Context: an optimization exercise on an open-source flow, tuned for small area and few clock cycles. The choices shown serve that exercise and are no tape-out recipe. RTL that was checked went through simulation tests only; none was proved equivalent to the original. Power figures rest on the tool's default switching activity, not on a simulated workload.

==> module framer, before the edit <==
module framer #(
    parameter CAPACITY = 64
) (
    input  wire       clk,
    input  wire       rst,
    input  wire       rx_valid,
    input  wire [7:0] rx_data,
    output wire       rx_ready,
    output wire       tx_valid,
    output wire [7:0] tx_data,
    input  wire       tx_ready,
    output wire       proc_valid,
    output wire [5:0] proc_len,
    input  wire [5:0] proc_addr,
    input  wire       proc_we,
    input  wire [7:0] proc_wdata,
    output wire [7:0] proc_rdata,
    input  wire       proc_done,
    input  wire [5:0] proc_rlen
);
    localparam HEAD = 5;
    localparam TAIL = 1;
    localparam MAXP = CAPACITY - HEAD - TAIL;
    localparam [7:0] START_SENTINEL     = 8'h1B;
    localparam [7:0] TOKEN_SENTINEL     = 8'h0E;
    localparam [7:0] ANSWER_CKSUM_ERROR = 8'hB0;
    localparam [7:0] STATUS_CKSUM_ERROR = 8'hC1;
    localparam [2:0] P_START   = 3'd0,
                     P_SEQ     = 3'd1,
                     P_LEN_MSB = 3'd2,
                     P_LEN_LSB = 3'd3,
                     P_TOKEN   = 3'd4,
                     P_DATA    = 3'd5,
                     P_CKSUM   = 3'd6;
    localparam [1:0] T_IDLE = 2'd0,
                     T_HDR  = 2'd1,
                     T_PAY  = 2'd2,
                     T_CK   = 2'd3;
    reg [7:0] buffer [0:MAXP-1];
    reg [2:0] st;
    reg [7:0] ck;
    reg [7:0] seq;
    reg       len_hz;        
    reg [5:0] len;
    reg [5:0] cnt;
    reg       calling;       
    reg [1:0] ts;
    reg [5:0] tidx;          
    reg [7:0] tq;            
    reg [5:0] rlen;
    reg       terr;          
    reg [7:0] tck;
    wire tx_fire  = (ts != T_IDLE) && tx_ready;
    wire tx_free  = (ts == T_IDLE) || ((ts == T_CK) && tx_ready);
    wire seq_free  = !((ts == T_HDR) && (tidx[2:0] == 3'd4) && !tx_ready);
    wire slot_free = (ts == T_IDLE) || (ts == T_CK) || terr ||
                     ((ts == T_PAY) && (tidx > cnt));
    assign proc_valid = calling && tx_free;
    assign proc_len   = len;
    wire [7:0] ck_next = ck ^ rx_data;
    wire       is_start = (rx_data == START_SENTINEL);
    reg rx_ok;
    always @(*) begin
        case (st)
            P_SEQ:   rx_ok = seq_free;
            P_DATA:  rx_ok = slot_free;
            P_CKSUM: rx_ok = tx_free || (ck_next == 8'h00);
            default: rx_ok = 1'b1;
        endcase
    end
    assign rx_ready = calling ? ((st == P_START) && !is_start) : rx_ok;
    wire rx_fire = rx_valid && rx_ready;
    wire call_end = proc_valid && proc_done;
    wire       tx_reads = ((ts == T_HDR) || (ts == T_PAY)) && !terr;
    wire [5:0] rd_addr  = tx_reads ? tidx : proc_addr;
    wire [MAXP-1:0]   rsel;
    wire [8*MAXP-1:0] rflat;
    wire [7:0]        rd_byte;
    genvar gi;
    generate
        for (gi = 0; gi < MAXP; gi = gi + 1) begin : g_rflat
            assign rflat[8*gi +: 8] = buffer[gi];
        end
    endgenerate
    framer_dec #(.N(MAXP)) u_rdec (.a(rd_addr), .sel(rsel));
    framer_rmux #(.N(MAXP)) u_rmux (.sel(rsel), .d(rflat), .q(rd_byte));
    assign proc_rdata = rd_byte;
    wire       wr_en   = calling ? (proc_valid && proc_we) : (rx_fire && (st == P_DATA));
    wire [5:0] wr_addr = calling ? proc_addr : cnt;
    wire [7:0] wr_data = calling ? proc_wdata : rx_data;
    always @(posedge clk) begin
        if (wr_en && (wr_addr < MAXP))
            buffer[wr_addr] <= wr_data;
    end
    wire       hdr_end = (tidx[2:0] == 3'd0);    
    wire       last    = (ts == T_PAY) && (tidx == rlen);
    reg  [7:0] tbyte;
    always @(*) begin
        if (last)
            tbyte = tck ^ tq;
        else if ((ts == T_PAY) || hdr_end)
            tbyte = terr ? (tidx[0] ? STATUS_CKSUM_ERROR : ANSWER_CKSUM_ERROR)
                         : rd_byte;
        else case (tidx[1:0])
            2'd0:    tbyte = seq;
            2'd1:    tbyte = 8'h00;
            2'd2:    tbyte = {2'b00, rlen};
            default: tbyte = TOKEN_SENTINEL;
        endcase
    end
    assign tx_valid = (ts != T_IDLE);
    assign tx_data  = tq;
    wire ld_ok  = call_end && (proc_rlen != 6'd0);
    wire ld_err = rx_fire && !calling && (st == P_CKSUM) && (ck_next != 8'h00);
    always @(posedge clk) begin
        if (rst) begin
            ts <= T_IDLE;
        end else if (ld_ok || ld_err) begin
            ts   <= T_HDR;
            tidx <= 6'd60;
            tq   <= START_SENTINEL;
            tck  <= 8'h00;
            terr <= ld_err;
            rlen <= ld_err ? 6'd2 : proc_rlen;
        end else if (tx_fire) begin
            tck  <= tck ^ tq;
            tq   <= tbyte;
            tidx <= tidx + 1'b1;
            case (ts)
                T_HDR: if (hdr_end)
                    ts <= T_PAY;
                T_PAY: if (last)
                    ts <= T_CK;
                default: ts <= T_IDLE;
            endcase
        end
    end
    always @(posedge clk) begin
        if (rst) begin
            st      <= P_START;
            calling <= 1'b0;
        end else begin
            if (call_end)
                calling <= 1'b0;
            if (rx_fire) begin
                case (st)
                    P_START: if (is_start) begin
                        ck <= rx_data;
                        st <= P_SEQ;
                    end
                    P_SEQ: begin
                        ck  <= ck_next;
                        seq <= rx_data;
                        st  <= P_LEN_MSB;
                    end
                    P_LEN_MSB: begin
                        ck     <= ck_next;
                        len_hz <= (rx_data == 8'h00);
                        st     <= P_LEN_LSB;
                    end
                    P_LEN_LSB: begin
                        ck  <= ck_next;
                        len <= rx_data[5:0];
                        cnt <= 6'd0;
                        st  <= (len_hz && (rx_data != 8'h00) && (rx_data <= MAXP))
                               ? P_TOKEN : P_START;
                    end
                    P_TOKEN: begin
                        ck <= ck_next;
                        st <= (rx_data == TOKEN_SENTINEL) ? P_DATA : P_START;
                    end
                    P_DATA: begin
                        ck  <= ck_next;
                        cnt <= cnt + 1'b1;
                        if (cnt + 1'b1 == len)
                            st <= P_CKSUM;
                    end
                    P_CKSUM: begin
                        st <= P_START;
                        if (ck_next == 8'h00)
                            calling <= 1'b1;
                    end
                    default: st <= P_START;
                endcase
            end
        end
    end
endmodule
Settings: LEC_CHECK=0, CAP_MARGIN=20, CORE_MARGIN=2, CORE_UTILIZATION=60, CTS_BUF_LIST=sky130_fd_sc_hd__clkbuf_16, CTS_CLUSTER_DIAMETER=100, CTS_CLUSTER_SIZE=25, GPL_TIMING_DRIVEN=0, PLACE_DENSITY=0.7, SETUP_SLACK_MARGIN=0.1, SLEW_MARGIN=20, SYNTH_HIERARCHICAL=1; clock period 5.5 ns.
standard.sh (not shown) runs the stock make flow with config.mk's settings and CLKGATE_MAP_FILE= SYNTH_SCRIPT=/design/flow/synth_recipe.tcl, a recipe that flattens the netlist after the stock synthesis.
==> flow/flow/run.sh <==
#!/bin/bash
# The standard layout, with plain buffers on the ports and no CTS dummy loads.
set -euo pipefail
export BUFFER_PORTS_ARGS="-buffer_cell sky130_fd_sc_hd__buf_2"
export REMOVE_ABC_BUFFERS=1
export CTS_ARGS="-sink_clustering_enable -repair_clock_nets -sink_clustering_size 25 -sink_clustering_max_diameter 100 -buf_list sky130_fd_sc_hd__clkbuf_16 -dont_use_dummy_load"
bash standard.sh > standard_flow.log 2>&1
Testbench counts at the start, summed over its fixed seeds: cycles 87,179.
Then changed:
--- a/flow/design.v
+++ b/flow/design.v
@@ -45,17 +45,17 @@
     reg [5:0] cnt;
     reg       calling;       
     reg [1:0] ts;
     reg [5:0] tidx;          
-    reg [7:0] tq;            
     reg [5:0] rlen;
     reg       terr;          
     reg [7:0] tck;
     wire tx_fire  = (ts != T_IDLE) && tx_ready;
     wire tx_free  = (ts == T_IDLE) || ((ts == T_CK) && tx_ready);
-    wire seq_free  = !((ts == T_HDR) && (tidx[2:0] == 3'd4) && !tx_ready);
+    wire seq_free = !(ts == T_HDR) || (tidx[2:1] != 2'b00) ||
+                    (tidx[0] && tx_ready);
     wire slot_free = (ts == T_IDLE) || (ts == T_CK) || terr ||
-                     ((ts == T_PAY) && (tidx > cnt));
+                     ((ts == T_PAY) && ((tidx > cnt) || ((tidx == cnt) && tx_ready)));
     assign proc_valid = calling && tx_free;
     assign proc_len   = len;
     wire [7:0] ck_next = ck ^ rx_data;
     wire       is_start = (rx_data == START_SENTINEL);
@@ -70,9 +70,9 @@
     end
     assign rx_ready = calling ? ((st == P_START) && !is_start) : rx_ok;
     wire rx_fire = rx_valid && rx_ready;
     wire call_end = proc_valid && proc_done;
-    wire       tx_reads = ((ts == T_HDR) || (ts == T_PAY)) && !terr;
+    wire       tx_reads = (ts == T_PAY) && !terr;
     wire [5:0] rd_addr  = tx_reads ? tidx : proc_addr;
     wire [MAXP-1:0]   rsel;
     wire [8*MAXP-1:0] rflat;
     wire [7:0]        rd_byte;
@@ -91,46 +91,45 @@
     always @(posedge clk) begin
         if (wr_en && (wr_addr < MAXP))
             buffer[wr_addr] <= wr_data;
     end
-    wire       hdr_end = (tidx[2:0] == 3'd0);    
-    wire       last    = (ts == T_PAY) && (tidx == rlen);
-    reg  [7:0] tbyte;
+    reg [7:0] tbyte;
     always @(*) begin
-        if (last)
-            tbyte = tck ^ tq;
-        else if ((ts == T_PAY) || hdr_end)
-            tbyte = terr ? (tidx[0] ? STATUS_CKSUM_ERROR : ANSWER_CKSUM_ERROR)
-                         : rd_byte;
-        else case (tidx[1:0])
-            2'd0:    tbyte = seq;
-            2'd1:    tbyte = 8'h00;
-            2'd2:    tbyte = {2'b00, rlen};
-            default: tbyte = TOKEN_SENTINEL;
+        case (ts)
+            T_HDR: case (tidx[2:0])
+                3'd0:    tbyte = START_SENTINEL;
+                3'd1:    tbyte = seq;
+                3'd2:    tbyte = 8'h00;
+                3'd3:    tbyte = {2'b00, rlen};
+                default: tbyte = TOKEN_SENTINEL;
+            endcase
+            T_PAY:   tbyte = terr ? (tidx[0] ? STATUS_CKSUM_ERROR : ANSWER_CKSUM_ERROR)
+                                  : rd_byte;
+            default: tbyte = tck;
         endcase
     end
     assign tx_valid = (ts != T_IDLE);
-    assign tx_data  = tq;
+    assign tx_data  = tbyte;
     wire ld_ok  = call_end && (proc_rlen != 6'd0);
     wire ld_err = rx_fire && !calling && (st == P_CKSUM) && (ck_next != 8'h00);
     always @(posedge clk) begin
         if (rst) begin
             ts <= T_IDLE;
         end else if (ld_ok || ld_err) begin
             ts   <= T_HDR;
-            tidx <= 6'd60;
-            tq   <= START_SENTINEL;
+            tidx <= 6'd0;
             tck  <= 8'h00;
             terr <= ld_err;
             rlen <= ld_err ? 6'd2 : proc_rlen;
         end else if (tx_fire) begin
-            tck  <= tck ^ tq;
-            tq   <= tbyte;
+            tck  <= tck ^ tbyte;
             tidx <= tidx + 1'b1;
             case (ts)
-                T_HDR: if (hdr_end)
-                    ts <= T_PAY;
-                T_PAY: if (last)
+                T_HDR: if (tidx[2]) begin
+                    tidx <= 6'd0;
+                    ts   <= T_PAY;
+                end
+                T_PAY: if (tidx + 1'b1 == rlen)
                     ts <= T_CK;
                 default: ts <= T_IDLE;
             endcase
         end
After rerunning: With this change the flow finished with negative setup slack left; sequential power shrinks slightly; setup slack is worse by 0.36 ns; sequential cell count shrinks by 8; total power shrinks slightly; via count grows by a few percent; global-route usage grows by 1.2 points; area after synthesis shrinks slightly; clock skew shrinks by 0.072 ns; cell count grows by a few percent; routed wire length grows by a few percent; register-to-register slack is worse by 0.16 ns.
The RTL of the second run of this note was laid out without a check of its function.

==> re-timing with driven ports <==
No port has a modelled driver above. Below, the same layouts with a new extraction and two added sets of constraints.
Step 1 sets driving cells, clkbuf_16 on the clock port and buf_2 on the other inputs (assumed; they add their load-dependent delay and slew).
Step 2, shift: input delay + t, output delay - t, t = (earliest + latest rising clock arrival at the registers) / 2. This alone moves slack from input paths to output paths.
a / b / c = ideal / step 1 / step 2; a / b = the first two.
run | t (ns) | setup slack, ns | worst hold slack (ns) | clock arrival spread, ns | cell pins on the clock port's net
the first run | 0.598 | 0.124 / 0.069 / 0.511 | 0.616 / 0.616 / 0.616 | 0.091 / 0.091 | 1
the second run | 0.616 | -0.236 / -0.291 / -0.140 | 0.580 / 0.580 / 0.580 | 0.021 / 0.020 | 1
